Context: an optimization exercise on an open-source flow, tuned for small area, a short achievable clock period and few clock cycles per item. The choices shown serve that exercise and are no tape-out recipe. The RTL was checked by simulation tests, not by an equivalence proof against the original design. Power figures rest on the tool's default switching activity, not on a simulated workload.

### run.sh
#!/bin/bash
# synth_recipe.tcl (not shown) runs the flow's synth.tcl, then flattens the netlist and writes it again
# the make line also repeats each setting of config.mk as NAME=value (left out here)
make -C /OpenROAD-flow-scripts/flow DESIGN_CONFIG=/design/flow/config.mk WORK_HOME=/design/flow/orfs CLKGATE_MAP_FILE= SYNTH_SCRIPT=/design/flow/synth_recipe.tcl finish
### config.mk
export PLATFORM = sky130hd
export DESIGN_NAME = frame_decoder
export DESIGN_NICKNAME = frame_decoder
export VERILOG_FILES = /design/flow/design.v
export SDC_FILE = /design/flow/constraint.sdc
export NUM_CORES = 4
export LEC_CHECK = 0
export ABC_AREA = 1
export CAP_MARGIN = 20
export CORE_MARGIN = 2
export CORE_UTILIZATION = 60
export CTS_CLUSTER_DIAMETER = 70
export CTS_CLUSTER_SIZE = 26
export PLACE_DENSITY = 0.75
export SETUP_SLACK_MARGIN = 3.7
export SLEW_MARGIN = 20
### constraint.sdc
create_clock -name core_clock -period 6.0 [get_ports {clk}]
set_input_delay 1.2000 -clock core_clock [delete_from_list [all_inputs] [get_ports {clk}]]
set_output_delay 1.2000 -clock core_clock [all_outputs]
set_load 0.01 [all_outputs]
### design.v
module frame_decoder #(
    parameter MAX_LEN = 64
) (
    input  wire       clk,
    input  wire       rst,
    input  wire       rx_valid,
    output wire       rx_ready,
    input  wire [7:0] rx_data,
    output reg        out_valid,
    input  wire       out_ready,
    output reg  [7:0] out_data,
    output reg  [1:0] out_status,
    output reg        out_last
);
    localparam MAX_SPAN = MAX_LEN + 3;   
    localparam P        = MAX_LEN - 1;   
    localparam R        = P + 2;         
    localparam QD       = 8;             
    localparam ST_OK      = 2'd0;
    localparam ST_BAD     = 2'd1;
    localparam ST_BAD_CRC = 2'd2;
    function [15:0] crc_step(input [15:0] c, input [7:0] b);
        reg [7:0] x;
        begin
            x = c[15:8] ^ b;
            x = x ^ (x >> 4);
            crc_step = (c << 8) ^ ({8'd0, x} << 12) ^ ({8'd0, x} << 5) ^ {8'd0, x};
        end
    endfunction
    reg        rdy;        
    reg        h0;         
    reg [7:0]  d0;
    reg        z0;         
    reg        w_ok;       
    reg        hunt;
    reg [6:0]  slen;       
    reg        s0;         
    reg        sf;         
    reg [6:0]  cnt;        
    reg        c0;         
    reg [5:0]  nt;         
    reg [7:0]  u_new;      
    reg [7:0]  u_old;      
    reg [15:0] crc;        
    reg        in_dp;      
    reg [8:0]  ring [0:R-1];   
    reg [6:0]  wl;         
    reg        wl_last;    
    reg [6:0]  rl;         
    reg        rl0;        
    reg        l0;         
    reg        lfull;      
    reg        ldir;       
    reg [QD-1:0] q;        
    reg [QD-1:0] qv;       
    reg        hv;         
    reg [7:0]  hd;
    assign rx_ready = rdy;
    wire       q_ne    = qv[0];
    wire       go      = h0 & rdy;     
    wire       enter   = go & hunt & z0;
    wire       acc     = go & ~hunt;
    wire       take    = acc & ~z0 & ~sf;
    wire       emit    = take & ~(c0 & s0);
    wire [7:0] e       = c0 ? 8'h00 : d0;
    wire       dwr     = emit & nt[1];
    wire       close   = acc & z0 & ~s0;
    wire       over    = acc & ~z0 & sf;
    wire       bad     = ~c0 | ~nt[5];
    wire       crc_ok  = (crc == {u_new, u_old});
    wire [1:0] verdict = (over | bad) ? ST_BAD : crc_ok ? ST_OK : ST_BAD_CRC;
    wire       mark    = close | over;
    wire       wr      = w_ok & (dwr | mark | ~in_dp);
    wire [8:0] wdata   = dwr  ? {1'b1, u_old} :
                         mark ? {1'b0, 5'd0, 1'b1, verdict} : 9'd0;
    wire [8:0] s       = ring[P];
    wire       s_byte  = s[8];
    wire       s_mark  = ~s[8] & s[2];
    wire       s_fill  = ~s[8] & ~s[2];
    wire       room    = ~out_valid | out_ready;
    wire       r_at    = rl0 & ~l0;
    wire       c_byte  = s_byte & (~hv | (q_ne & (~q[0] | room)));
    wire       c_mark  = s_mark & q_ne & room;
    wire       rd      = r_at & (s_fill | c_byte | c_mark);
    wire       emit_h  = r_at & s_byte & hv & q_ne & q[0] & room;
    wire       emit_m  = r_at & c_mark;
    integer k;
    always @(posedge clk) begin
        ring[0] <= wr ? wdata : ring[R-1];
        for (k = 1; k < R; k = k + 1) ring[k] <= ring[k-1];
    end
    wire       up      = wr & ~rd;
    wire       dn      = ~wr & rd;
    wire [6:0] wl_i    = wl_last ? 7'd0 : wl + 1'b1;
    wire       lz_n    = up ? (rl == 7'd0) : dn ? (wl == R - 2) : (l0 | lfull);
    wire       ldir_n  = up | (ldir & ~dn);
    wire       full_n  = lz_n & ldir_n;
    wire       l0_n    = lz_n & ~ldir_n;
    wire       w_ok_n  = (wr | wl_last) & ~full_n;
    wire       okb     = (verdict == ST_OK);
    wire       q_ok_n  = ~qv[QD-2];          
    wire       h0_n    = rdy ? rx_valid : h0;
    integer j;
    always @(posedge clk) begin
        if (rst) begin
            rdy   <= 1'b1;
            h0    <= 1'b0;
            w_ok  <= 1'b1;
            hunt  <= 1'b1;
            slen  <= 7'd0;
            s0    <= 1'b1;
            sf    <= 1'b0;
            cnt   <= 7'd0;
            c0    <= 1'b1;
            nt    <= 6'd0;
            crc   <= 16'hFFFF;
            in_dp <= 1'b0;
            wl    <= 7'd0;
            wl_last <= 1'b0;
            rl    <= R - P - 1;
            rl0   <= 1'b0;
            l0    <= 1'b1;
            lfull <= 1'b0;
            ldir  <= 1'b0;
            qv    <= {QD{1'b0}};
            hv    <= 1'b0;
            out_valid <= 1'b0;
        end else begin
            rdy <= ~h0_n | (w_ok_n & q_ok_n);
            h0  <= h0_n;
            if (rdy) begin
                d0 <= rx_data;
                z0 <= (rx_data == 8'h00);
            end
            if (enter) begin
                hunt <= 1'b0;
                slen <= 7'd0;
                s0   <= 1'b1;
                sf   <= 1'b0;
                cnt  <= 7'd0;
                c0   <= 1'b1;
                nt   <= 6'd0;
                crc  <= 16'hFFFF;
            end
            if (mark) hunt <= 1'b1;
            if (take) begin
                slen <= slen + 1'b1;
                s0   <= 1'b0;
                sf   <= (slen == MAX_SPAN - 1);
                if (c0) begin
                    cnt <= d0[7] ? 7'h7F : (d0[6:0] - 1'b1);
                    c0  <= (d0 == 8'h01);
                end else begin
                    cnt <= cnt - 1'b1;
                    c0  <= (cnt == 7'd1);
                end
            end
            if (emit) begin
                if (nt[1]) crc <= crc_step(crc, u_old);
                u_old <= u_new;
                u_new <= e;
                nt    <= {nt[4:0], 1'b1};
            end
            if (dwr)  in_dp <= 1'b1;
            if (mark) in_dp <= 1'b0;
            wl      <= wr ? 7'd0 : wl_i;
            wl_last <= ~wr & (wl == R - 2);
            l0      <= l0_n;
            lfull   <= full_n;
            ldir    <= ldir_n;
            w_ok    <= w_ok_n;
            for (j = 0; j < QD; j = j + 1) begin
                if (mark && (emit_m ? (qv[j] && (j == QD - 1 || !qv[j+1]))
                                    : ((j == 0 || qv[j-1]) && !qv[j])))
                    q[j] <= okb;
                else if (emit_m)
                    q[j] <= (j == QD - 1) ? 1'b0 : q[j+1];
                if (emit_m)
                    qv[j] <= (j == QD - 1) ? mark & qv[j] : (qv[j+1] | (mark & qv[j]));
                else
                    qv[j] <= qv[j] | (mark & (j == 0 || qv[j-1]));
            end
            rl  <= rd ? 7'd0 : (rl == R - 1) ? 7'd0 : rl + 1'b1;
            rl0 <= rd | (rl == R - 1);
            if (rd & s_byte) begin
                hv <= 1'b1;
                hd <= s[7:0];
            end
            if (emit_m) hv <= 1'b0;
            if (room) begin
                out_valid  <= emit_h | emit_m;
                out_data   <= hd;
                out_status <= emit_m ? s[1:0] : ST_OK;
                out_last   <= emit_m;
            end
        end
    end
endmodule
==> results of run 1 <==
[state kept, by name, summed over array words and instances (netlist names), 7 cells and up]
name	cells
out_data	8
cnt	7
slen	7
crc	16
qv	8
hd	8
u_old	8
rl	7
ring	585
q	8
u_new	8
d0	8
wl	7
[power by group through the flow]
| stage | clock network (uW) | registers (uW) | logic, uW |
|---|---|---|---|
| detailed placement | 0 | 4900 | 102 |
| global placement | 0 | 4900 | 99.2 |
| CTS | 2620 | 4790 | 104 |
| finish | 2540 | 4790 | 106 |
| floorplan | 0 | 4900 | 72.9 |
| global route | 2790 | 4790 | 120 |
[cell families (layout without fill, tap and decap cells)]
family	Yosys count	in the layout
AOI/OAI and AO/OA	126	126
xor gates and xnor gates	44	44
adders and majority gates	9	9
buffers and inverters	96	166
DFF	710	710
other	0	1
and+or+nand+nor	225	225
[Yosys cell counts (8+ instances only)]
master / count
nand4_1: 10
ha_1: 9
nand2_1: 93
nor2_1: 52
xor2_1: 9
clkbuf_1: 11
dfxtp_1: 658
a21oi_1: 39
o21ai_0: 43
o211ai_1: 8
o22ai_1: 17
xnor2_1: 35
nand3_1: 36
edfxtp_1: 52
inv_1: 78
[worst paths after layout]
kind                                     from       endpoint  slack [ps]  depth (start not counted)
worst min register to register    ring[36][1]    ring[37][1]         320                          0
worst max register to register       u_old[3]           q[5]        4000                          6
worst min-delay path              ring[36][1]    ring[37][1]         320                          0
worst max-delay path            out_status[0]  out_status[0]        3680                          1
[routing by layer]
layer,GRT usage (%),wire length [um]
met1,22.8,11400
met2,24.0,10200
met3,2.82,882
met4,5.50,534
met5,0,0
[area by class of cell]
type	instances	area (um2)
diodes	1	2.50
clock buffers	42	923
clock inverters	9	118
fillers	1929	9420
inverters	78	300
multi-input cells	404	2350
flip-flops and latches	710	14700
well taps	384	480
repair buffers	34	263
repair inverters	3	22.5
[timing repair]
item	4_1_cts	5_1_grt
pin swaps	2	3
cloned	3	0
resized for setup	67	10
endpoints found under the setup margin	130	74
buffers inserted	5	4
[worst register-to-register path, cell delays in order (launching register included)]
cell      delay [ps]
edfxtp_1         480
xnor2_1          200
nand4_1          120
or2_2            280
nor2_1           150
nand4_1          330
o21ai_0          300
[through the flow]
step / util [%] / hold WS [ps] / worst slack, ps / power, uW
final: 67.1 / 320 / 3680 / 7440
after global placement: 63.1 / 310 / 2370 / 5000
after floorplan: - / 310 / 3690 / 4970
after detailed placement: 63.1 / 312 / 2280 / 5000
after global routing: 67.1 / 327 / 3600 / 7700
after CTS: 66.8 / 318 / 3640 / 7510
==> notes.md, run 1 <==
Fmax=0.431 GHz; later-pin clock latency in the skew report=540 ps; Post-Synth XOR/XNOR Area=2.22%; Total Routing Usage GR=15.7%; critical path's top delay family=flip-flops; clk_skew=25.0 ps; Post-synth ARST share=0%; slowest stage delay, CP=430 ps; most frequent cells in the layout=dfxtp_1 (655), nand2_1 (90), inv_1 (75); Core Region=0.0286 mm2; Slew headroom=61.2%; max-cap violation count=0; final number of setup-violating endpoints=0; Inst Count DP=1601; share of cells above drive strength 1=8.44%; Tightest Pin Transition=582 ps; largest area contributor in the netlist=dfxtp_1; Post-Synth Simple-Gate Area=6.07%; status=no timing/DRC/antenna violations; die width=174 um; clk sink count=710; Die ar.=0.0304 mm2; HP Class=flip-flop to flip-flop; RD Place Congestion=0.859; crit end category=primary output; drc violations=0; Int Pwr=5950 uW; post-synthesis sequential area ratio=84.7%; sw frac=20.0%; Post-CTS Hold Fix Bufs=0; Tcrit/Tclk final=38.7%; Root Buffer Master=clkbuf_16; WL/cell=13.8 um; Synth area leaders=dfxtp_1 (76%), edfxtp_1 (9.0%), nand2_1 (2.0%); setup_tns=0 ps; Worst Path Buf+Inv=1; Adder-Cell Fraction of Synth Area=0.647%; Power Density=387 mW/mm2; initial antenna violation count=0; dpl cell area=0.0181 mm2; first-pass GRT wire length=38900 um; H-tree depth=2; Synth Register Bits=710; Finished Cell Area=0.0192 mm2; commonest non-fill, non-tap cell in the layout=dfxtp_1; antenna-violating nets left=0; CTS tree=built; mapped cell area=0.0174 mm2; cts bufs inserted=35; Clk pwr share=34.2%; Clock Pin Slew Worst Setup and Hold Paths=100 ps; largest family of logic cells by synthesized area=simple AND/OR/NAND/NOR gates; final std cells w/o fill=1665; post-synth cell types=42; Post-DP HPWL=12900 um; Area growth syn-to-layout=10.4%; First DRT Iteration DRCs=445; IO Port Bufs=24; vias in the first global route=7880; number of flops mapped to enable cells by yosys=52; Via Count=7974; Seq pwr share=64.4%; Compound-Gate Fraction of Synth Area=4.22%; Pre-antenna DRT Iters=5; Startpoint Class=flip-flop; CTS max path bufs=3; net switching power=1490 uW; Max IR drop VDD=0.000319 V; Synth Instances=1210; kind of critical path=flip-flop to primary output; Crit-path slowest cell=edfxtp_1; num ports=25; Tmin final=2320 ps; total congestion overflow=0; max-slew violation count=0; final WL=23000 um; syn_nets=1231; CP cell instances=buf_6; die span in y=174 um; synthesized area per cell=14.4 um2; Leakage=0.00738 uW; mux contribution to synthesized area=0%; synthesis warning total=5; ys flop type=dfxtp_1; Synth top area share=75.7%; Starting Density=60.8%; Critical Path RT=4800 ps; Logic pwr share=1.4%; arrival time at the worst endpoint=1120 ps; largest net degree at the start of global routing=28; RSZ-0062 raised after global routing=yes; Final Hold Fails=0; row cnt=62; DR vias/cell=4.79; Final #Nets=1287; critical path peak fanout=1
Testbench counts, summed over its fixed seeds: cycles 46,880, frames 1,200.
==> run 2: changes to the inputs <==
--- a/design.v
+++ b/design.v
@@ -100,6 +100,35 @@
     wire       okb     = (verdict == ST_OK);
     wire       q_ok_n  = ~qv[QD-2];          
     wire       h0_n    = rdy ? rx_valid : h0;
+    always @(posedge clk) begin
+            if (enter) begin
+                slen <= 7'd0;
+                s0   <= 1'b1;
+                sf   <= 1'b0;
+                cnt  <= 7'd0;
+                c0   <= 1'b1;
+                nt   <= 6'd0;
+                crc  <= 16'hFFFF;
+            end
+            if (take) begin
+                slen <= slen + 1'b1;
+                s0   <= 1'b0;
+                sf   <= (slen == MAX_SPAN - 1);
+                if (c0) begin
+                    cnt <= d0[7] ? 7'h7F : (d0[6:0] - 1'b1);
+                    c0  <= (d0 == 8'h01);
+                end else begin
+                    cnt <= cnt - 1'b1;
+                    c0  <= (cnt == 7'd1);
+                end
+            end
+            if (emit) begin
+                if (nt[1]) crc <= crc_step(crc, u_old);
+                u_old <= u_new;
+                u_new <= e;
+                nt    <= {nt[4:0], 1'b1};
+            end
+    end
     integer j;
     always @(posedge clk) begin
         if (rst) begin
@@ -107,13 +136,6 @@
             h0    <= 1'b0;
             w_ok  <= 1'b1;
             hunt  <= 1'b1;
-            slen  <= 7'd0;
-            s0    <= 1'b1;
-            sf    <= 1'b0;
-            cnt   <= 7'd0;
-            c0    <= 1'b1;
-            nt    <= 6'd0;
-            crc   <= 16'hFFFF;
             in_dp <= 1'b0;
             wl    <= 7'd0;
             wl_last <= 1'b0;
@@ -132,35 +154,8 @@
                 d0 <= rx_data;
                 z0 <= (rx_data == 8'h00);
             end
-            if (enter) begin
-                hunt <= 1'b0;
-                slen <= 7'd0;
-                s0   <= 1'b1;
-                sf   <= 1'b0;
-                cnt  <= 7'd0;
-                c0   <= 1'b1;
-                nt   <= 6'd0;
-                crc  <= 16'hFFFF;
-            end
-            if (mark) hunt <= 1'b1;
-            if (take) begin
-                slen <= slen + 1'b1;
-                s0   <= 1'b0;
-                sf   <= (slen == MAX_SPAN - 1);
-                if (c0) begin
-                    cnt <= d0[7] ? 7'h7F : (d0[6:0] - 1'b1);
-                    c0  <= (d0 == 8'h01);
-                end else begin
-                    cnt <= cnt - 1'b1;
-                    c0  <= (cnt == 7'd1);
-                end
-            end
-            if (emit) begin
-                if (nt[1]) crc <= crc_step(crc, u_old);
-                u_old <= u_new;
-                u_new <= e;
-                nt    <= {nt[4:0], 1'b1};
-            end
+            if (enter) hunt <= 1'b0;
+            if (mark)  hunt <= 1'b1;
             if (dwr)  in_dp <= 1'b1;
             if (mark) in_dp <= 1'b0;
             wl      <= wr ? 7'd0 : wl_i;
==> notes.md, run 2 <==
num ports=25 (unchanged); Clk pwr share=31.1% (was 34.2%); RSZ-0062 raised after global routing=yes (unchanged); hold endpoint=ring[33][0] (was ring[37][1]); Critical Path RT=4800 ps (about the same); row cnt=62 (unchanged); most frequent cells in the layout=dfxtp_1 (635), inv_1 (80), edfxtp_1 (73) (was dfxtp_1 (655), nand2_1 (90), inv_1 (75)); biggest regs=ring: 585 flops, crc: 16 flops (unchanged); Tmin final=2350 ps (was 2320 ps); RR Endpoint=q[1] (was q[5]); DR vias/cell=4.69 (was 4.79); post-synthesis sequential area ratio=85.6% (was 84.7%); number of flops mapped to enable cells by yosys=73 (was 52); Core Region=0.0287 mm2 (was 0.0286 mm2); final WL=22400 um (was 23000 um); net switching power=1540 uW (was 1490 uW); Total Routing Usage GR=14.9% (was 15.7%); Hold Crit Depth=0 (unchanged); Starting Density=60.8% (about the same); Via Count=7661 (was 7974); arrival time at the worst endpoint=1150 ps (was 1120 ps); RD Place Congestion=0.842 (was 0.859); First DRT Iteration DRCs=395 (was 445); vias in the first global route=7457 (was 7880); Worst Path Buf+Inv=1 (unchanged); WL/cell=13.7 um (was 13.8 um); Clock Pin Slew Worst Setup and Hold Paths=90 ps (was 100 ps); ys flop type=dfxtp_1 (unchanged); CTS max path bufs=3 (unchanged); critical path peak fanout=1 (unchanged); cts bufs inserted=31 (was 35); slowest stage delay, CP=400 ps (was 430 ps); hold path start=ring[32][0] (was ring[36][1]); later-pin clock latency in the skew report=600 ps (was 540 ps); Final Hold Fails=0 (unchanged); antenna-violating nets left=0 (unchanged); Logic pwr share=3.3% (was 1.4%); CTS tree=built (unchanged); CP cell instances=buf_2 (was buf_6); Synth Instances=1182 (was 1210); Synth top area share=73.1% (was 75.7%); cell count along the critical path=1 (unchanged); synth cell count leaders=dfxtp_1 (637), inv_1 (82), edfxtp_1 (73), nor2_1 (73), nand2_1 (70) (was dfxtp_1 (658), nand2_1 (93), inv_1 (78), edfxtp_1 (52), nor2_1 (52)); clk sink count=710 (unchanged); Synth Register Bits=710 (unchanged); max-slew violation count=0 (unchanged); reg2reg start=z0 (was u_old[3]); Post-DP HPWL=13100 um (was 12900 um); drc violations=0 (unchanged); Leakage=0.00744 uW (was 0.00738 uW); commonest non-fill, non-tap cell in the layout=dfxtp_1 (unchanged); Int Pwr=5950 uW (about the same); worst hold slack=324 ps (was 320 ps); crit end category=primary output (unchanged); max-cap violation count=0 (unchanged); synthesized area per cell=14.8 um2 (was 14.4 um2); sw frac=20.5% (was 20.0%); Top reg by flops=ring (unchanged); Slew headroom=52.9% (was 61.2%); Tightest Pin Transition=705 ps (was 582 ps); count leader, synth=dfxtp_1 (unchanged); total congestion overflow=0 (unchanged); Post-synth ARST share=0% (unchanged); Seq pwr share=65.5% (was 64.4%); Synth area leaders=dfxtp_1 (73%), edfxtp_1 (13%), inv_1 (1.8%) (was dfxtp_1 (76%), edfxtp_1 (9.0%), nand2_1 (2.0%)); HP Class=flip-flop to flip-flop (unchanged); first-pass GRT wire length=37200 um (was 38900 um); H-tree depth=1 (was 2); final number of setup-violating endpoints=0 (unchanged); Max IR drop VDD=0.000241 V (was 0.000319 V); Area growth syn-to-layout=9.22% (was 10.4%); kind of critical path=flip-flop to primary output (unchanged); Root Buffer Master=clkbuf_16 (unchanged); max reg flops=585 (unchanged); FF-to-FF setup slack=3940 ps (was 4000 ps); initial antenna violation count=0 (unchanged); mapped cell area=0.0175 mm2 (was 0.0174 mm2); post-synth cell types=44 (was 42); Crit-path slowest cell=edfxtp_1 (unchanged); Fmax=0.425 GHz (was 0.431 GHz); setup_tns=0 ps (unchanged); Tcrit/Tclk final=39.2% (was 38.7%); die width=175 um (was 174 um); Startpoint Class=flip-flop (unchanged); critical path's top delay family=flip-flops (unchanged); synthesis warning total=5 (unchanged); largest area contributor in the netlist=dfxtp_1 (unchanged); clk_skew=20.3 ps (was 25.0 ps); Pre-antenna DRT Iters=4 (was 5); status=no timing/DRC/antenna violations (unchanged); number of diodes=0 (was 1); Power Density=393 mW/mm2 (was 387 mW/mm2); largest net degree at the start of global routing=28 (unchanged); IO Port Bufs=24 (unchanged); Fillers=1956 (was 1929); die span in y=175 um (was 174 um); share of cells above drive strength 1=7.83% (was 8.44%); R2R depth=5 (was 6); syn_nets=1203 (was 1231); Die ar.=0.0305 mm2 (was 0.0304 mm2); Final #Nets=1259 (was 1287)
## run 2: changes by cell type in the layout (fill, tap and decap cells not counted), sizes merged, moves of 8 or more
cell	before	now
nor2	56	79
dfxtp	658	637
inv	80	88
xor2	9	23
xnor2	35	17
nand2	96	75
edfxtp	52	73
## run 2: timing repair
| action | CTS | global route |
|---|---|---|
| resized for setup | 59 | 12 |
| setup buffers | 1 | 7 |
| endpoints found under the setup margin | 70 | 57 |
| hold buffers | 0 | 0 |
| pin swaps | 1 | 4 |
| cloned | 0 | 1 |
## run 2: cell type report
type	instances	area, um2	area share, %
Sequential cell	710	14900	78.4
Multi-Input combinational cell	376	2180	11.4
Clock buffer	42	817	4.29
Tap cell	384	480	2.52
Inverter	86	333	1.75
Timing Repair Buffer	32	236	1.24
Clock inverter	4	67.6	0.354
Timing Repair inverter	1	6.26	0.0328
## run 2: power by group through the flow
stage / Clock (uW) / Sequential [uW] / Combinational, uW
2_1_floorplan: 0 / 4990 / 203
3_3_place_gp: 0 / 5010 / 240
3_5_place_dp: 0 / 5020 / 248
4_1_cts: 2400 / 4910 / 251
5_1_grt: 2550 / 4920 / 283
6_report: 2330 / 4910 / 250
## run 2: through the flow
step	utilization [%]	power [uW]	area (um2)	worst slack, ps	std cells
2_1_floorplan	-	5200	17500	3650	1182
3_3_place_gp	63.2	5250	18100	2940	1580
3_5_place_dp	63.2	5260	18100	2850	1580
4_1_cts	66.2	7560	19000	3550	1627
5_1_grt	66.4	7750	19100	3590	1635
6_report	66.4	7490	19100	3650	1635
## run 2: logic make-up after synthesis
kind of cell / synth area share, %
xor+xnor: 2.01
buf+inv: 2.19
compound gates: 3.69
flops: 85.6
simple gates: 5.86
fa+ha+maj: 0.645
## run 2: worst max path at each step
stage	endpoint	from	slack, ps
2_1_floorplan	out_data[0]	rst	3650
3_3_place_gp	q[0]	out_ready	2940
3_5_place_dp	q[0]	out_ready	2850
4_1_cts	rx_ready	rdy	3550
5_1_grt	out_data[1]	out_data[1]	3590
6_report	out_status[0]	out_status[0]	3650
## run 2: routing by layer
layer	share of wire (%)	routed length [um]	GRT usage, %
met5	0	0	0
met3	4.0	894	2.39
met2	44	9840	23.1
met4	2.4	536	4.27
met1	50	11100	22.1
## run 2: worst register-to-register path: stages, from the launching register on
cell      delay, ps
edfxtp_1        430
inv_1           200
nand3_1         160
nand2_1         540
nand3_1         240
a21oi_1         210
Testbench counts of run 2, summed over its fixed seeds: cycles 46,880, frames 1,200.
==> run 3: changes to the inputs <==
--- a/config.mk
+++ b/config.mk
@@ -12,5 +12,5 @@
 export CTS_CLUSTER_DIAMETER = 70
 export CTS_CLUSTER_SIZE = 26
 export PLACE_DENSITY = 0.75
-export SETUP_SLACK_MARGIN = 3.7
+export SETUP_SLACK_MARGIN = 3.9
 export SLEW_MARGIN = 20
==> notes.md, run 3 <==
cell count along the critical path=1 (unchanged); Post-synth ARST share=0% (unchanged); critical path peak fanout=1 (unchanged); drc violations=0 (unchanged); Fillers=1990 (was 1956); initial antenna violation count=1 (was 0); Clock Pin Slew Worst Setup and Hold Paths=100 ps (was 90 ps); later-pin clock latency in the skew report=600 ps (about the same); syn_nets=1203 (unchanged); origin of the worst setup path=out_data[6] (was out_status[0]); R2R depth=5 (unchanged); Worst Path Buf+Inv=1 (unchanged); CP cell instances=buf_2 (unchanged); Pre-antenna DRT Iters=5 (was 4); biggest regs=ring: 585 flops, crc: 16 flops (unchanged); Max IR drop VDD=0.000271 V (was 0.000241 V); Crit-path slowest cell=edfxtp_1 (unchanged); First DRT Iteration DRCs=450 (was 395); most frequent cells in the layout=dfxtp_1 (635), inv_1 (80), edfxtp_1 (73) (unchanged); reg2reg start=rdy (was z0); share of cells above drive strength 1=8.08% (was 7.83%); final WL=22600 um (was 22400 um); HP Class=flip-flop to flip-flop (unchanged); Post-CTS Hold Fix Bufs=0 (unchanged); Final #Nets=1262 (was 1259); num ports=25 (unchanged); Leakage=0.00744 uW (about the same); Starting Density=60.8% (unchanged); synthesis warning total=5 (unchanged); Top reg by flops=ring (unchanged); Hold Crit Depth=0 (unchanged); die span in y=175 um (unchanged); largest area contributor in the netlist=dfxtp_1 (unchanged); critical path's top delay family=flip-flops (unchanged); setup_tns=0 ps (unchanged); Die ar.=0.0305 mm2 (unchanged); Startpoint Class=flip-flop (unchanged); Power Density=392 mW/mm2 (was 393 mW/mm2); Critical Path End=out_data[6] (was out_status[0]); Critical Path RT=4800 ps (about the same); number of diodes=0 (unchanged); CTS tree=built (unchanged); count leader, synth=dfxtp_1 (unchanged); post-synth cell types=44 (unchanged); Slew headroom=53.9% (was 52.9%); Via Count=7714 (was 7661); clk_skew=20.8 ps (was 20.3 ps); die width=175 um (unchanged); IO Port Bufs=24 (unchanged); WL/cell=13.8 um (was 13.7 um); synth cell count leaders=dfxtp_1 (637), inv_1 (82), edfxtp_1 (73), nor2_1 (73), nand2_1 (70) (unchanged); H-tree depth=1 (unchanged); crit end category=primary output (unchanged); Tmin final=2360 ps (was 2350 ps); arrival time at the worst endpoint=1160 ps (was 1150 ps); DR vias/cell=4.72 (was 4.69); Fmax=0.424 GHz (was 0.425 GHz); Final Util=66.5% (was 66.4%); mapped cell area=0.0175 mm2 (unchanged); RR Endpoint=sf (was q[1]); Tightest Pin Transition=689 ps (was 705 ps); row cnt=62 (unchanged); antenna-violating nets left=0 (unchanged); multi-input logic area=0.00219 mm2 (was 0.00218 mm2); number of flops mapped to enable cells by yosys=73 (unchanged); Synth Register Bits=710 (unchanged); Total Routing Usage GR=14.9% (about the same); Synth Instances=1182 (unchanged); kind of critical path=flip-flop to primary output (unchanged); CTS max path bufs=3 (unchanged); Final Hold Fails=0 (unchanged); Root Buffer Master=clkbuf_16 (unchanged); Post-DP HPWL=12900 um (was 13100 um); post-synthesis sequential area ratio=85.6% (unchanged); status=no timing/DRC/antenna violations (unchanged); area occupied by registers=0.0149 mm2 (unchanged); RSZ-0062 raised after global routing=yes (unchanged); cts bufs inserted=31 (unchanged); ys flop type=dfxtp_1 (unchanged); commonest non-fill, non-tap cell in the layout=dfxtp_1 (unchanged); slowest stage delay, CP=410 ps (was 400 ps); max-slew violation count=0 (unchanged); Synth area leaders=dfxtp_1 (73%), edfxtp_1 (13%), inv_1 (1.8%) (unchanged); synthesized area per cell=14.8 um2 (unchanged); vias in the first global route=7487 (was 7457); Tcrit/Tclk final=39.3% (was 39.2%); RD Place Congestion=0.854 (was 0.842); Core Region=0.0287 mm2 (unchanged); clk sink count=710 (unchanged); max reg flops=585 (unchanged); final number of setup-violating endpoints=0 (unchanged); Synth top area share=73.1% (unchanged); Area growth syn-to-layout=9.37% (was 9.22%); FF-to-FF setup slack=4050 ps (was 3940 ps); total congestion overflow=0 (unchanged); first-pass GRT wire length=37000 um (was 37200 um); largest net degree at the start of global routing=28 (unchanged); max-cap violation count=0 (unchanged)
[run 3: cell counts after synthesis]
Identical to the previous run, type by type.
[run 3: worst min path at each step]
stage	from	endpoint	slack (ps)
2_1_floorplan	ring[9][0]	ring[10][0]	310
3_3_place_gp	ring[13][8]	ring[14][8]	310
3_5_place_dp	ring[27][2]	ring[28][2]	310
4_1_cts	ring[0][8]	ring[1][8]	330
5_1_grt	ring[0][8]	ring[1][8]	320
6_report	ring[62][6]	ring[63][6]	320
[run 3: stage by stage]
step	total power [uW]	hold slack, ps	cells	worst slack, ps	cell area [um2]
global route	7730	322	1634	3590	19100
floorplan	5200	310	1182	3660	17500
detailed placement	5270	312	1581	2860	18200
global placement	5260	311	1581	2950	18200
CTS	7530	325	1628	3610	19000
finish	7480	321	1634	3640	19100
[run 3: metal layers]
| layer | vias to the layer above | wire length (um) | GRT usage, % |
|---|---|---|---|
| met2 | 135 | 10000 | 24.0 |
| li1 | 3893 | - | - |
| met4 | 0 | 511 | 3.82 |
| met3 | 37 | 814 | 2.02 |
| met1 | 3649 | 11200 | 21.7 |
| met5 | - | 0 | 0 |
[run 3: layout make-up]
class / instances / area share [%]
clock inverters: 3 / 0.197
inverters: 86 / 1.74
flip-flops and latches: 710 / 78.3
repair buffers: 35 / 1.44
clock buffers: 39 / 4.33
multi-input cells: 376 / 11.4
repair inverters: 1 / 0.0197
well taps: 384 / 2.52
[run 3: cell families (layout without fill, tap and decap cells)]
logic type,after synthesis,in the layout,share of synthesized area [%]
adder cells (fa/ha/maj),9,9,0.645
buffers and inverters,96,164,2.19
flip-flops,710,710,85.6
AO/OA/AOI/OAI,111,111,3.69
XOR/XNOR,40,40,2.01
AND/OR/NAND/NOR,216,216,5.86
[run 3: power by group]
group / switching, uW / leakage (uW) / internal [uW]
clock network: 1330 / 0.000421 / 982
registers: 53.8 / 0.00578 / 4850
logic: 166 / 0.00124 / 96.0
[run 3: repair_timing]
action / 4_1_cts / 5_1_grt
gates cloned: 1 / 0
hold endpoints to repair: 0 / 0
setup endpoints to repair: 63 / 40
pin swaps: 4 / 2
gates resized for setup: 60 / 6
buffers inserted: 4 / 6
==> run 4: changes to the inputs <==
--- a/config.mk
+++ b/config.mk
@@ -12,5 +12,5 @@
 export CTS_CLUSTER_DIAMETER = 70
 export CTS_CLUSTER_SIZE = 26
 export PLACE_DENSITY = 0.75
-export SETUP_SLACK_MARGIN = 3.9
+export SETUP_SLACK_MARGIN = 4.2
 export SLEW_MARGIN = 20
==> notes.md, run 4 <==
number of flops mapped to enable cells by yosys=73 (unchanged); clk_skew=22.7 ps (was 20.8 ps); post-synth cell types=44 (unchanged); arrival time at the worst endpoint=1080 ps (was 1160 ps); RD Place Congestion=0.844 (was 0.854); Post-synth ARST share=0% (unchanged); Seq pwr share=64.0% (was 65.6%); kind of critical path=flip-flop to primary output (unchanged); post-synthesis sequential area ratio=85.6% (unchanged); H-tree depth=2 (was 1); Area growth syn-to-layout=13.3% (was 9.37%); critical path's top delay family=flip-flops (unchanged); CTS tree=built (unchanged); max reg flops=585 (unchanged); ys flop type=dfxtp_1 (unchanged); worst hold slack=309 ps (was 321 ps); IO Port Bufs=24 (unchanged); Int Pwr=6060 uW (was 5930 uW); Starting Density=60.8% (unchanged); Tmin final=2280 ps (was 2360 ps); Startpoint Class=flip-flop (unchanged); number of diodes=0 (unchanged); Max IR drop VDD=0.000303 V (was 0.000271 V); DR vias/cell=4.74 (was 4.72); max-slew violation count=0 (unchanged); biggest regs=ring: 585 flops, crc: 16 flops (unchanged); Leakage=0.00766 uW (was 0.00744 uW); Worst Path Buf+Inv=1 (unchanged); Clk pwr share=32.1% (was 30.9%); mapped cell area=0.0175 mm2 (unchanged); HP Class=flip-flop to flip-flop (unchanged); RSZ-0062 raised after global routing=yes (unchanged); Synth Instances=1182 (unchanged); num ports=25 (unchanged); Synth area leaders=dfxtp_1 (73%), edfxtp_1 (13%), inv_1 (1.8%) (unchanged); Root Buffer Master=clkbuf_16 (unchanged); sw frac=21.0% (was 20.8%); vias in the first global route=7749 (was 7487); Tightest Pin Transition=531 ps (was 689 ps); most frequent cells in the layout=dfxtp_1 (633), inv_1 (74), edfxtp_1 (73) (was dfxtp_1 (635), inv_1 (80), edfxtp_1 (73)); syn_nets=1203 (unchanged); commonest non-fill, non-tap cell in the layout=dfxtp_1 (unchanged); first-pass GRT wire length=37400 um (was 37000 um); synthesis warning total=5 (unchanged); CP cell instances=buf_2 (unchanged); critical path peak fanout=1 (unchanged); clk sink count=710 (unchanged); Clock Pin Slew Worst Setup and Hold Paths=100 ps (about the same); largest area contributor in the netlist=dfxtp_1 (unchanged); Core Region=0.0287 mm2 (unchanged); Total Routing Usage GR=15.2% (was 14.9%); Slew headroom=64.4% (was 53.9%); final number of setup-violating endpoints=0 (unchanged); Synth Register Bits=710 (unchanged); row cnt=62 (unchanged); slowest stage delay, CP=390 ps (was 410 ps); drc violations=0 (unchanged); Logic pwr share=3.9% (was 3.5%); Die ar.=0.0305 mm2 (unchanged); total congestion overflow=0 (unchanged); Crit-path slowest cell=edfxtp_1 (unchanged); largest net degree at the start of global routing=28 (unchanged); WL/cell=14.1 um (was 13.8 um); First DRT Iteration DRCs=490 (was 450); initial antenna violation count=0 (was 1); antenna-violating nets left=0 (unchanged); Final Hold Fails=0 (unchanged); setup_tns=0 ps (unchanged); die span in y=175 um (unchanged); Synth top area share=73.1% (unchanged); net switching power=1610 uW (was 1550 uW); Pre-antenna DRT Iters=4 (was 5); max-cap violation count=0 (unchanged); Top reg by flops=ring (unchanged); share of cells above drive strength 1=14.6% (was 8.08%); synth cell count leaders=dfxtp_1 (637), inv_1 (82), edfxtp_1 (73), nor2_1 (73), nand2_1 (70) (unchanged); Fmax=0.439 GHz (was 0.424 GHz); Critical Path RT=4800 ps (about the same); synthesized area per cell=14.8 um2 (unchanged); crit end category=primary output (unchanged); Post-DP HPWL=12900 um (about the same); Power Density=388 mW/mm2 (was 392 mW/mm2); status=no timing/DRC/antenna violations (unchanged); count leader, synth=dfxtp_1 (unchanged); final WL=23400 um (was 22600 um); cts bufs inserted=34 (was 31); Via Count=7852 (was 7714); Tcrit/Tclk final=38.0% (was 39.3%); die width=175 um (unchanged); later-pin clock latency in the skew report=540 ps (was 600 ps); CTS max path bufs=3 (unchanged); Final #Nets=1281 (was 1262)
run 4: cell count changes in the layout (fill, tap and decap cells not counted), moves of 6 or more:
| cell | change |
|---|---|
| o21ai_2 | +9 |
| nand2_1 | -12 |
| o21ai_4 | +6 |
| nand3_1 | -11 |
| o21ai_1 | +6 |
| buf_4 | +6 |
| nand3_2 | +8 |
| inv_1 | -6 |
| o22ai_2 | +6 |
| o21ai_0 | -21 |
| o22ai_1 | -6 |
run 4: cells by family (layout without fill, tap and decap cells):
group	count (synthesis)	after routing	synth area share, %
flip-flops	710	710	85.6
AND/OR/NAND/NOR	216	216	5.86
AO/OA/AOI/OAI	111	111	3.69
buffers and inverters	96	186	2.19
XOR/XNOR	40	40	2.01
adder cells (fa/ha/maj)	9	9	0.645
run 4: cell type report:
cell class | count | area, um2
clock buffers | 41 | 898
repair buffers | 50 | 459
multi-input cells | 376 | 2550
clock inverters | 7 | 80.1
inverters | 86 | 354
fillers | 1897 | 8920
repair inverters | 2 | 12.5
flip-flops and latches | 710 | 15000
well taps | 384 | 480
run 4: final timing paths:
check / slack, ps / startpoint / end / depth (start not counted)
worst max-delay path: 3720 / out_data[1] / out_data[1] / 1
worst min-delay path: 310 / ring[43][3] / ring[44][3] / 0
worst max register to register: 4210 / u_new[5] / q[5] / 6
worst min register to register: 310 / ring[43][3] / ring[44][3] / 0
run 4: power groups by stage:
stage | combinational [uW] | sequential, uW | clock (uW)
after floorplan | 209 | 4990 | 0
after global placement | 244 | 5010 | 0
after detailed placement | 254 | 5010 | 0
after CTS | 267 | 4910 | 2530
after global routing | 332 | 4920 | 2700
final | 299 | 4910 | 2460
run 4: metrics by stage:
step | std cells | setup slack [ps] | power (uW) | util (%) | cell area (um2)
final | 1656 | 3720 | 7670 | 68.9 | 19800
after floorplan | 1182 | 3660 | 5200 | - | 17600
after CTS | 1643 | 3690 | 7710 | 67.4 | 19300
after detailed placement | 1581 | 2860 | 5270 | 63.3 | 18200
after global placement | 1581 | 2950 | 5260 | 63.3 | 18200
after global routing | 1656 | 3660 | 7950 | 68.9 | 19800
run 4: repair_timing:
item	4_1_cts	5_1_grt
buffers inserted	11	13
hold buffers	0	0
endpoints found under the hold margin	0	0
pin swaps	16	31
setup endpoints to repair	141	90
resized for setup	107	82
cloned	3	0
run 4: layer usage:
layer / part of all wire, % / vias to the layer above / global-route usage [%] / routed length (um)
met5: 0 / - / 0 / 0
met4: 2.5 / 0 / 5.52 / 596
met3: 4.0 / 52 / 2.63 / 947
li1: - / 3958 / - / -
met2: 45 / 148 / 23.3 / 10500
met1: 49 / 3694 / 22.0 / 11400
==> run 5: changes to the inputs <==
--- a/config.mk
+++ b/config.mk
@@ -8,9 +8,9 @@
 export ABC_AREA = 1
 export CAP_MARGIN = 20
 export CORE_MARGIN = 2
-export CORE_UTILIZATION = 60
+export CORE_UTILIZATION = 70
 export CTS_CLUSTER_DIAMETER = 70
 export CTS_CLUSTER_SIZE = 26
-export PLACE_DENSITY = 0.75
-export SETUP_SLACK_MARGIN = 4.2
+export PLACE_DENSITY = 0.85
+export SETUP_SLACK_MARGIN = 3.7
 export SLEW_MARGIN = 20
==> notes.md, run 5 <==
later-pin clock latency in the skew report=590 ps (was 540 ps); number of flops mapped to enable cells by yosys=73 (unchanged); mapped cell area=0.0175 mm2 (unchanged); critical path peak fanout=1 (unchanged); met2 wire len=13500 um (was 10500 um); Final Hold Fails=0 (unchanged); drc violations=0 (unchanged); slowest stage delay, CP=420 ps (was 390 ps); Slew headroom=54.8% (was 64.4%); cts bufs inserted=31 (was 34); CTS tree=built (unchanged); hold path start=ring[0][8] (was ring[43][3]); row cnt=57 (was 62); Hold Crit Depth=0 (unchanged); arrival time at the worst endpoint=1180 ps (was 1080 ps); sw frac=21.2% (was 21.0%); WL/cell=17.5 um (was 14.1 um); final WL=27500 um (was 23400 um); status=no timing/DRC/antenna violations (unchanged); synthesized area per cell=14.8 um2 (unchanged); FF-to-FF setup slack=3930 ps (was 4210 ps); Worst Path Buf+Inv=1 (unchanged); kind of critical path=flip-flop to primary output (unchanged); Via Count=8075 (was 7852); H-tree depth=1 (was 2); clk sink count=710 (unchanged); post-synth cell types=44 (unchanged); max layer used=met4 (unchanged); Logic pwr share=3.5% (was 3.9%); net switching power=1590 uW (was 1610 uW); First DRT Iteration DRCs=656 (was 490); Area growth syn-to-layout=8.55% (was 13.3%); clk_skew=21.2 ps (was 22.7 ps); Startpoint Class=flip-flop (unchanged); max reg flops=585 (unchanged); max-slew violation count=0 (unchanged); Synth area leaders=dfxtp_1 (73%), edfxtp_1 (13%), inv_1 (1.8%) (unchanged); number of diodes=0 (unchanged); Max IR drop VDD=0.000307 V (was 0.000303 V); Power Density=395 mW/mm2 (was 388 mW/mm2); Leakage=0.00741 uW (was 0.00766 uW); reg2reg start=c0 (was u_new[5]); IO Port Bufs=24 (unchanged); biggest regs=ring: 585 flops, crc: 16 flops (unchanged); initial antenna violation count=0 (unchanged); Critical Path RT=4800 ps (about the same); Pre-antenna DRT Iters=5 (was 4); Post-DP HPWL=15300 um (was 12900 um); die span in y=162 um (was 175 um); Inst Count DP=1520 (was 1581); RSZ-0062 raised after global routing=yes (unchanged); CP cell instances=buf_2 (unchanged); HP Class=flip-flop to flip-flop (unchanged); most frequent cells in the layout=dfxtp_1 (635), inv_1 (80), edfxtp_1 (73) (was dfxtp_1 (633), inv_1 (74), edfxtp_1 (73)); Die ar.=0.0262 mm2 (was 0.0305 mm2); Synth Instances=1182 (unchanged); origin of the worst setup path=out_data[2] (was out_data[1]); setup_tns=0 ps (unchanged); Crit-path slowest cell=edfxtp_1 (unchanged); count leader, synth=dfxtp_1 (unchanged); synth cell count leaders=dfxtp_1 (637), inv_1 (82), edfxtp_1 (73), nor2_1 (73), nand2_1 (70) (unchanged); dpl ws=2730 ps (was 2860 ps); Tcrit/Tclk final=39.6% (was 38.0%); RD Place Congestion=0.852 (was 0.844); Tightest Pin Transition=676 ps (was 531 ps); Top reg by flops=ring (unchanged); max-cap violation count=0 (unchanged); Clock Pin Slew Worst Setup and Hold Paths=110 ps (was 100 ps); vias in the first global route=8291 (was 7749); syn_nets=1203 (unchanged); final std cells w/o fill=1571 (was 1656); worst hold slack=323 ps (was 309 ps); total congestion overflow=0 (unchanged); share of cells above drive strength 1=8.02% (was 14.6%); synthesis warning total=5 (unchanged); Int Pwr=5900 uW (was 6060 uW); Worst Setup Slack, final=3620 ps (was 3720 ps); R2R depth=9 (was 6); Starting Density=71.6% (was 60.8%); final number of setup-violating endpoints=0 (unchanged); crit end category=primary output (unchanged); critical path's top delay family=flip-flops (unchanged); Met1 Wirelength=11800 um (was 11400 um); commonest non-fill, non-tap cell in the layout=dfxtp_1 (unchanged); Seq pwr share=65.6% (was 64.0%); largest net degree at the start of global routing=28 (unchanged); largest area contributor in the netlist=dfxtp_1 (unchanged); Final #Nets=1256 (was 1281); Fmax=0.421 GHz (was 0.439 GHz); antenna-violating nets left=0 (unchanged); hold endpoint=ring[1][8] (was ring[44][3]); first-pass GRT wire length=44000 um (was 37400 um); Synth top area share=73.1% (unchanged); CTS max path bufs=3 (unchanged); num ports=25 (unchanged); DR vias/cell=5.14 (was 4.74); die width=162 um (was 175 um); RR Endpoint=crc[7] (was q[5]); met3 wire len=1090 um (was 947 um); ys flop type=dfxtp_1 (unchanged); Total Routing Usage GR=21.5% (was 15.2%); Clk pwr share=30.9% (was 32.1%); Tmin final=2380 ps (was 2280 ps); Final Util=77.7% (was 68.9%); Post-synth ARST share=0% (unchanged); Synth Register Bits=710 (unchanged); Core Region=0.0244 mm2 (was 0.0287 mm2); post-synthesis sequential area ratio=85.6% (unchanged); Post-CTS Hold Fix Bufs=0 (unchanged); Root Buffer Master=clkbuf_16 (unchanged)
[run 5: cell types whose count changed in the layout (fill, tap and decap cells not counted), moves of 7 or more]
cell,change
buf_4,-13
buf_6,-7
nand2_1,+12
nand3_1,+10
nand3_2,-7
o21ai_0,+18
o21ai_2,-7
[run 5: final cells by class]
cell class | count | area [um2]
fill | 1335 | 5440
timing repair inverter | 1 | 6.26
multi-input combinational | 376 | 2190
timing repair buffer | 29 | 216
sequential | 710 | 14900
clock buffer | 40 | 810
tap | 324 | 405
inverter | 86 | 335
clock inverter | 5 | 36.3
[run 5: metal layers]
metal  vias to the layer above  track usage (%)
met1                      3828             28.1
met5                         -                0
met3                        95             2.73
met2                       256             37.3
li1                       3896                -
met4                         0             7.76
[run 5: repair_timing]
action                     in CTS  in global routing
cloned                          1                  0
setup endpoints to repair      71                 31
pin swaps                       8                  1
gates resized for setup        72                  3
buffers inserted                3                  2
[run 5: cell families after synthesis]
group,Yosys count,synth area share [%]
XOR/XNOR,40,2.01
buffers and inverters,96,2.19
adder cells (fa/ha/maj),9,0.645
AND/OR/NAND/NOR,216,5.86
AO/OA/AOI/OAI,111,3.69
flip-flops,710,85.6
[run 5: stage by stage]
stage / area, um2 / power, uW
after floorplan: 17500 / 5200
after global placement: 18100 / 5250
after detailed placement: 18100 / 5270
after CTS: 18900 / 7510
after global routing: 18900 / 7720
final: 18900 / 7490
[run 5: worst register-to-register path, stage by stage (launching register included)]
cell and delay [ps]:
edfxtp_1 680, nand2_1 100, inv_1 160, nor2_8 60, nand2_4 150, inv_6 110, nor2_2 260, inv_2 180
o22ai_1 220, inv_1 60
[run 5: worst max-delay path by stage]
stage | to | slack, ps | cells after the start
finish | out_data[2] | 3620 | 1
global route | out_data[2] | 3590 | 1
CTS | rx_ready | 3530 | 1
detailed placement | q[0] | 2730 | 9
global placement | q[0] | 2960 | 9
floorplan | out_data[0] | 3650 | 3
[run 5: power groups by stage]
stage          Clock, uW  Combinational [uW]  Sequential, uW
6_report            2310                 260            4910
5_1_grt             2510                 287            4920
4_1_cts             2340                 259            4910
3_5_place_dp           0                 252            5020
3_3_place_gp           0                 237            5010
2_1_floorplan          0                 203            4990
==> run 6: changes to the inputs <==
--- a/design.v
+++ b/design.v
@@ -15,7 +15,7 @@
     localparam MAX_SPAN = MAX_LEN + 3;   
     localparam P        = MAX_LEN - 1;   
     localparam R        = P + 2;         
-    localparam QD       = 8;             
+    localparam QD       = 6;             
     localparam ST_OK      = 2'd0;
     localparam ST_BAD     = 2'd1;
     localparam ST_BAD_CRC = 2'd2;
--- a/config.mk
+++ b/config.mk
@@ -8,9 +8,9 @@
 export ABC_AREA = 1
 export CAP_MARGIN = 20
 export CORE_MARGIN = 2
-export CORE_UTILIZATION = 70
+export CORE_UTILIZATION = 60
 export CTS_CLUSTER_DIAMETER = 70
 export CTS_CLUSTER_SIZE = 26
-export PLACE_DENSITY = 0.85
+export PLACE_DENSITY = 0.75
 export SETUP_SLACK_MARGIN = 3.7
 export SLEW_MARGIN = 20
==> notes.md, run 6 <==
Synth Register Bits=706 (was 710); vias in the first global route=7169 (was 8291); number of flops mapped to enable cells by yosys=71 (was 73); first-pass GRT wire length=35600 um (was 44000 um); status=no timing/DRC/antenna violations (unchanged); count leader, synth=dfxtp_1 (unchanged); share of cells above drive strength 1=8.65% (was 8.02%); Startpoint Class=flip-flop (unchanged); Via Count=7418 (was 8075); slowest stage delay, CP=390 ps (was 420 ps); Power Density=392 mW/mm2 (was 395 mW/mm2); multi-input logic area=0.00204 mm2 (was 0.00219 mm2); clk_skew=26.5 ps (was 21.2 ps); HP Class=flip-flop to flip-flop (unchanged); WL/cell=13.4 um (was 17.5 um); final WL=21700 um (was 27500 um); later-pin clock latency in the skew report=540 ps (was 590 ps); Seq pwr share=64.9% (was 65.6%); max reg flops=585 (unchanged); Tcrit/Tclk final=38.1% (was 39.6%); max-slew violation count=0 (unchanged); Core Region=0.0280 mm2 (was 0.0244 mm2); routing usage on met3=2.68% (was 2.73%); Synth Instances=1152 (was 1182); Clk pwr share=33.2% (was 30.9%); Fillers=1898 (was 1335); critical path's top delay family=flip-flops (unchanged); Top reg by flops=ring (unchanged); synthesis warning total=5 (unchanged); dpl ws=2850 ps (was 2730 ps); Synth area leaders=dfxtp_1 (74%), edfxtp_1 (12%), inv_1 (1.8%) (was dfxtp_1 (73%), edfxtp_1 (13%), inv_1 (1.8%)); largest net degree at the start of global routing=28 (unchanged); Total Routing Usage GR=14.5% (was 21.5%); post-synth cell types=43 (was 44); die width=173 um (was 162 um); Area growth syn-to-layout=10.5% (was 8.55%); Crit-path slowest cell=edfxtp_1 (unchanged); Worst Setup Slack, final=3720 ps (was 3620 ps); sw frac=20.0% (was 21.2%); area occupied by registers=0.0148 mm2 (was 0.0149 mm2); commonest non-fill, non-tap cell in the layout=dfxtp_1 (unchanged); Final Hold Fails=0 (unchanged); drc violations=0 (unchanged); RD Place Congestion=0.837 (was 0.852); mapped cell area=0.0172 mm2 (was 0.0175 mm2); synth cell count leaders=dfxtp_1 (635), inv_1 (81), nor2_1 (75), edfxtp_1 (71), nand2_1 (71) (was dfxtp_1 (637), inv_1 (82), edfxtp_1 (73), nor2_1 (73), nand2_1 (70)); ys flop type=dfxtp_1 (unchanged); setup_tns=0 ps (unchanged); initial antenna violation count=0 (unchanged); CP cell instances=buf_2 (unchanged); H-tree depth=2 (was 1); CTS max path bufs=3 (unchanged); synthesized area per cell=14.9 um2 (was 14.8 um2); DR vias/cell=4.59 (was 5.14); met2 usage=21.2% (was 37.3%); Int Pwr=5960 uW (was 5900 uW); Tightest Pin Transition=688 ps (was 676 ps); critical path peak fanout=1 (unchanged); num ports=25 (unchanged); Max IR drop VDD=0.000246 V (was 0.000307 V); Clock Pin Slew Worst Setup and Hold Paths=90 ps (was 110 ps); largest area contributor in the netlist=dfxtp_1 (unchanged); Final #Nets=1244 (was 1256); Root Buffer Master=clkbuf_16 (unchanged); CTS tree=built (unchanged); IO Port Bufs=24 (unchanged); row cnt=61 (was 57); total congestion overflow=0 (unchanged); die span in y=173 um (was 162 um); Die ar.=0.0300 mm2 (was 0.0262 mm2); RSZ-0062 raised after global routing=yes (unchanged); Post-synth ARST share=0% (unchanged); final number of setup-violating endpoints=0 (unchanged); clk sink count=706 (was 710); Slew headroom=54.0% (was 54.8%); First DRT Iteration DRCs=452 (was 656); antenna-violating nets left=0 (unchanged); Pre-antenna DRT Iters=4 (was 5); biggest regs=ring: 585 flops, crc: 16 flops (unchanged); Synth top area share=73.9% (was 73.1%); Most Used Layer, Global Route=met1 (was met2); Logic pwr share=1.9% (was 3.5%); most frequent cells in the layout=dfxtp_1 (633), inv_1 (79), nand2_1 (71), nor2_1 (71), edfxtp_1 (71) (was dfxtp_1 (635), inv_1 (80), edfxtp_1 (73)); crit end category=primary output (unchanged); Worst Path Buf+Inv=1 (unchanged); Starting Density=61.4% (was 71.6%); cts bufs inserted=34 (was 31); net switching power=1490 uW (was 1590 uW); Post-DP HPWL=12300 um (was 15300 um); kind of critical path=flip-flop to primary output (unchanged); max-cap violation count=0 (unchanged); post-synthesis sequential area ratio=86.3% (was 85.6%); arrival time at the worst endpoint=1080 ps (was 1180 ps); Critical Path RT=4800 ps (about the same); M1 GR Usage=21.8% (was 28.1%); syn_nets=1173 (was 1203); Fmax=0.438 GHz (was 0.421 GHz); number of diodes=0 (unchanged); Tmin final=2280 ps (was 2380 ps); Leakage=0.00745 uW (was 0.00741 uW)
[run 6: cell type report]
type,count,area share (%)
repair buffers,44,1.69
well taps,378,2.49
multi-input cells,353,10.7
clock buffers,43,4.77
flip-flops and latches,706,78.2
inverters,84,1.69
clock inverters,7,0.468
[run 6: cells by family (layout without fill, tap and decap cells)]
family / Yosys count / in the layout / synth area share (%)
DFF: 706 / 706 / 86.3
xor gates and xnor gates: 42 / 42 / 2.14
AOI/OAI and AO/OA: 92 / 92 / 3.13
buffers and inverters: 93 / 178 / 2.11
and+or+nand+nor: 210 / 210 / 5.64
adders and majority gates: 9 / 9 / 0.655
[run 6: path summary, 6_finish.rpt]
check | from | to | slack [ps] | depth (start not counted)
hold / removal | ring[31][7] | ring[32][7] | 320 | 0
hold reg to reg | ring[31][7] | ring[32][7] | 320 | 0
setup reg to reg | z0 | wl[4] | 3930 | 9
setup / recovery | out_last | out_last | 3720 | 1
[run 6: stage by stage]
stage	power, uW	area, um2	std cells	hold WS [ps]	util (%)
after global placement	5080	17900	1545	311	63.8
after detailed placement	5080	17900	1545	312	63.8
after global routing	7700	19000	1615	331	67.8
after CTS	7520	18900	1603	325	67.4
final	7440	19000	1615	322	67.8
after floorplan	5040	17200	1152	310	-
[run 6: metal layers]
metal / up-vias / part of all wire, %
met5: - / 0
met4: 0 / 2.3
met3: 40 / 3.8
met2: 112 / 42
met1: 3447 / 52
li1: 3819 / -
[run 6: power groups by stage]
stage,combinational (uW),clock (uW),sequential (uW)
global placement,142,0,4930
global route,162,2700,4830
CTS,145,2540,4830
detailed placement,145,0,4930
finish,144,2470,4830
floorplan,112,0,4930
[run 6: timing repair]
| action | CTS | global route |
|---|---|---|
| pin swaps | 4 | 6 |
| setup endpoints to repair | 80 | 70 |
| gates cloned | 0 | 0 |
| gates resized for setup | 61 | 11 |
| setup buffers | 8 | 12 |
| hold buffers | 0 | 0 |
Testbench counts of run 6, summed over its fixed seeds: cycles 46,885, frames 1,200.
==> run 7: changes to the inputs <==
--- a/config.mk
+++ b/config.mk
@@ -5,7 +5,7 @@
 export SDC_FILE = /design/flow/constraint.sdc
 export NUM_CORES = 4
 export LEC_CHECK = 0
-export ABC_AREA = 1
+export ABC_CLOCK_PERIOD_IN_PS = 2300
 export CAP_MARGIN = 20
 export CORE_MARGIN = 2
 export CORE_UTILIZATION = 60
==> notes.md, run 7 <==
First DRT Iteration DRCs=475 (was 452); Worst Setup Slack, final=3660 ps (was 3720 ps); Core Region=0.0280 mm2 (unchanged); Synth Register Bits=706 (unchanged); setup_tns=0 ps (unchanged); crit end category=primary output (unchanged); Worst Path Buf+Inv=1 (unchanged); Power Density=390 mW/mm2 (was 392 mW/mm2); num ports=25 (unchanged); final number of setup-violating endpoints=0 (unchanged); initial antenna violation count=0 (unchanged); Leakage=0.00710 uW (was 0.00745 uW); Total Routing Usage GR=14.5% (about the same); die width=173 um (about the same); Inst Count DP=1462 (was 1545); Fmax=0.427 GHz (was 0.438 GHz); Die ar.=0.0300 mm2 (about the same); CP cell instances=buf_2 (unchanged); slowest stage delay, CP=400 ps (was 390 ps); RR Endpoint=w_ok (was wl[4]); vias in the first global route=7150 (was 7169); Final #Nets=1148 (was 1244); cts bufs inserted=31 (was 34); most frequent cells in the layout=dfxtp_1 (633), edfxtp_1 (71), nor2_1 (54) (was dfxtp_1 (633), inv_1 (79), nand2_1 (71), nor2_1 (71), edfxtp_1 (71)); HP Class=flip-flop to flip-flop (unchanged); CTS max path bufs=3 (unchanged); Synth top area share=73.9% (about the same); Startpoint Class=flip-flop (unchanged); clk_skew=19.2 ps (was 26.5 ps); RD Place Congestion=0.780 (was 0.837); RSZ-0062 raised after global routing=yes (unchanged); share of cells above drive strength 1=7.75% (was 8.65%); Tightest Pin Transition=633 ps (was 688 ps); Pre-antenna DRT Iters=4 (unchanged); kind of critical path=flip-flop to primary output (unchanged); IO Port Bufs=24 (unchanged); Tcrit/Tclk final=39.0% (was 38.1%); dpl ws=2940 ps (was 2850 ps); cell count along the critical path=1 (unchanged); DR vias/cell=4.75 (was 4.59); Via Count=7187 (was 7418); Adder-Cell Fraction of Synth Area=0.713% (was 0.655%); number of flops mapped to enable cells by yosys=71 (unchanged); CTS tree=built (unchanged); max reg flops=585 (unchanged); Crit-path slowest cell=edfxtp_1 (unchanged); Post-Synth XOR/XNOR Area=3.31% (was 2.14%); Finished Cell Area=0.0188 mm2 (was 0.0190 mm2); antenna-violating nets left=0 (unchanged); mux contribution to synthesized area=0.502% (was 0%); later-pin clock latency in the skew report=590 ps (was 540 ps); die span in y=173 um (about the same); origin of the worst setup path=out_last (unchanged); synth cell count leaders=dfxtp_1 (635), edfxtp_1 (71), nor2_1 (56), xor2_1 (33), xnor2_1 (32) (was dfxtp_1 (635), inv_1 (81), nor2_1 (75), edfxtp_1 (71), nand2_1 (71)); Top reg by flops=ring (unchanged); final WL=21500 um (was 21700 um); hold path start=ring[1][8] (was ring[31][7]); R2R depth=7 (was 9); dpl cell area=0.0179 mm2 (about the same); syn_nets=1099 (was 1173); largest family of logic cells by synthesized area=simple AND/OR/NAND/NOR gates (unchanged); Max IR drop VDD=0.000283 V (was 0.000246 V); clk sink count=706 (unchanged); Starting Density=61.4% (about the same); Slew headroom=57.8% (was 54.0%); Synth Instances=1078 (was 1152); WL/cell=14.2 um (was 13.4 um); critical path's top delay family=flip-flops (unchanged); Critical Path RT=4800 ps (about the same); largest area contributor in the netlist=dfxtp_1 (unchanged); Post-DP HPWL=12300 um (about the same); total congestion overflow=0 (unchanged); arrival time at the worst endpoint=1140 ps (was 1080 ps); largest net degree at the start of global routing=31 (was 28); biggest regs=ring: 585 flops, crc: 16 flops (unchanged); commonest non-fill, non-tap cell in the layout=dfxtp_1 (unchanged); Final Util=67.3% (was 67.8%); row cnt=61 (unchanged); Clock Pin Slew Worst Setup and Hold Paths=100 ps (was 90 ps); Post-synth ARST share=0% (unchanged); drc violations=0 (unchanged); first-pass GRT wire length=36000 um (was 35600 um); Root Buffer Master=clkbuf_16 (unchanged); status=no timing/DRC/antenna violations (unchanged); mapped cell area=0.0172 mm2 (about the same); FF-to-FF setup slack=3780 ps (was 3930 ps); ys flop type=dfxtp_1 (unchanged); max-slew violation count=0 (unchanged); Synth area leaders=dfxtp_1 (74%), edfxtp_1 (12%), xor2_1 (1.7%) (was dfxtp_1 (74%), edfxtp_1 (12%), inv_1 (1.8%)); Post-CTS Hold Fix Bufs=0 (unchanged); post-synthesis sequential area ratio=86.3% (about the same); max-cap violation count=0 (unchanged); critical path peak fanout=1 (unchanged); synthesis warning total=5 (unchanged); H-tree depth=1 (was 2); Compound-Gate Fraction of Synth Area=3.31% (was 3.13%); reg2reg start=rdy (was z0); Final Hold Fails=0 (unchanged); synthesized area per cell=15.9 um2 (was 14.9 um2); post-synth cell types=51 (was 43); number of diodes=0 (unchanged); Post-Synth Simple-Gate Area=5.00% (was 5.64%); final std cells w/o fill=1514 (was 1615); Critical Path End=out_last (unchanged); Tmin final=2340 ps (was 2280 ps); Area growth syn-to-layout=9.60% (was 10.5%); count leader, synth=dfxtp_1 (unchanged)
==> run 7: worst min-delay path by stage <==
stage | end | cells past startpoint
after global routing | ring[1][2] | 0
after detailed placement | ring[14][6] | 0
after floorplan | ring[10][0] | 0
after global placement | ring[1][8] | 0
after CTS | ring[2][8] | 0
final | ring[2][8] | 0
==> run 7: layer usage <==
metal / vias up / track usage (%) / part of all wire [%]
met5: - / 0 / 0
li1: 3634 / - / -
met3: 29 / 2.59 / 3.8
met2: 96 / 22.4 / 43
met4: 0 / 3.35 / 1.9
met1: 3428 / 21.7 / 51
==> run 7: cell type report <==
cell class / count / area, um2
inverter: 14 / 65.1
timing repair buffer: 38 / 293
sequential: 706 / 14900
clock inverter: 4 / 72.6
multi-input combinational: 336 / 2290
clock buffer: 38 / 802
tap: 378 / 473
fill: 1934 / 9170
==> run 7: logic make-up after synthesis <==
logic type,count (synthesis)
flops,706
fa+ha+maj,10
compound gates,82
xor+xnor,65
mux,8
buf+inv,36
simple gates,171
==> run 7: per-stage QoR <==
step / total power, uW / hold WS, ps
6_report: 7340 / 324
5_1_grt: 7600 / 324
4_1_cts: 7400 / 317
3_5_place_dp: 5120 / 312
3_3_place_gp: 5120 / 310
2_1_floorplan: 5070 / 310
==> run 7: report_power, final <==
group | total [uW] | switching (uW) | leakage [uW] | internal [uW]
sequential | 4850 | 46.2 | 0.00574 | 4800
clock | 2320 | 1320 | 0.000426 | 1000
combinational | 173 | 92.4 | 0.000935 | 80.8
total | 7340 | 1450 | 0.00710 | 5890
==> run 7: timing repair <==
action                                  CTS  global route
endpoints found under the setup margin   58            47
setup buffers                             8             1
pin swaps                                 1             1
resized for setup                        67             8
gates cloned                              0             1

## what the ideal ports hide
The results above use ideal ports. As a check the final layouts listed here were re-extracted and re-timed, cells and wires unchanged.
Step 1 assumes that a clkbuf_16 drives the clock port and a buf_2 every other input.
Step 2 times the ports against the registers' clock, not the clock port: input delays grow and output delays shrink by t, the midpoint of the rising clock arrivals with the driver on.
Three values: ideal ports, drivers, drivers and shift; two values: the first two.
run | shift t [ns] | setup slack, ns | worst setup path at the end | clock arrival spread, ns | pins driven straight from the clock port
run 1 | 0.576 | 3.680 / 3.634 / 3.187 | input to register | 0.028 / 0.028 | 1
run 2 | 0.635 | 3.647 / 3.601 / 3.272 | input to register | 0.022 / 0.022 | 1
run 3 | 0.631 | 3.642 / 3.595 / 3.336 | input to register | 0.023 / 0.023 | 1
run 4 | 0.575 | 3.720 / 3.674 / 3.456 | input to register | 0.028 / 0.028 | 1
run 5 | 0.629 | 3.625 / 3.578 / 3.187 | input to register | 0.023 / 0.023 | 1
run 6 | 0.577 | 3.717 / 3.669 / 3.392 | input to register | 0.027 / 0.027 | 1
run 7 | 0.631 | 3.657 / 3.609 / 3.235 | input to register | 0.020 / 0.019 | 1
After both steps every run listed still meets setup and hold. For run 1, which loses most, drivers alone change the setup slack by -0.046 ns; drivers and shift together by -0.493 ns.
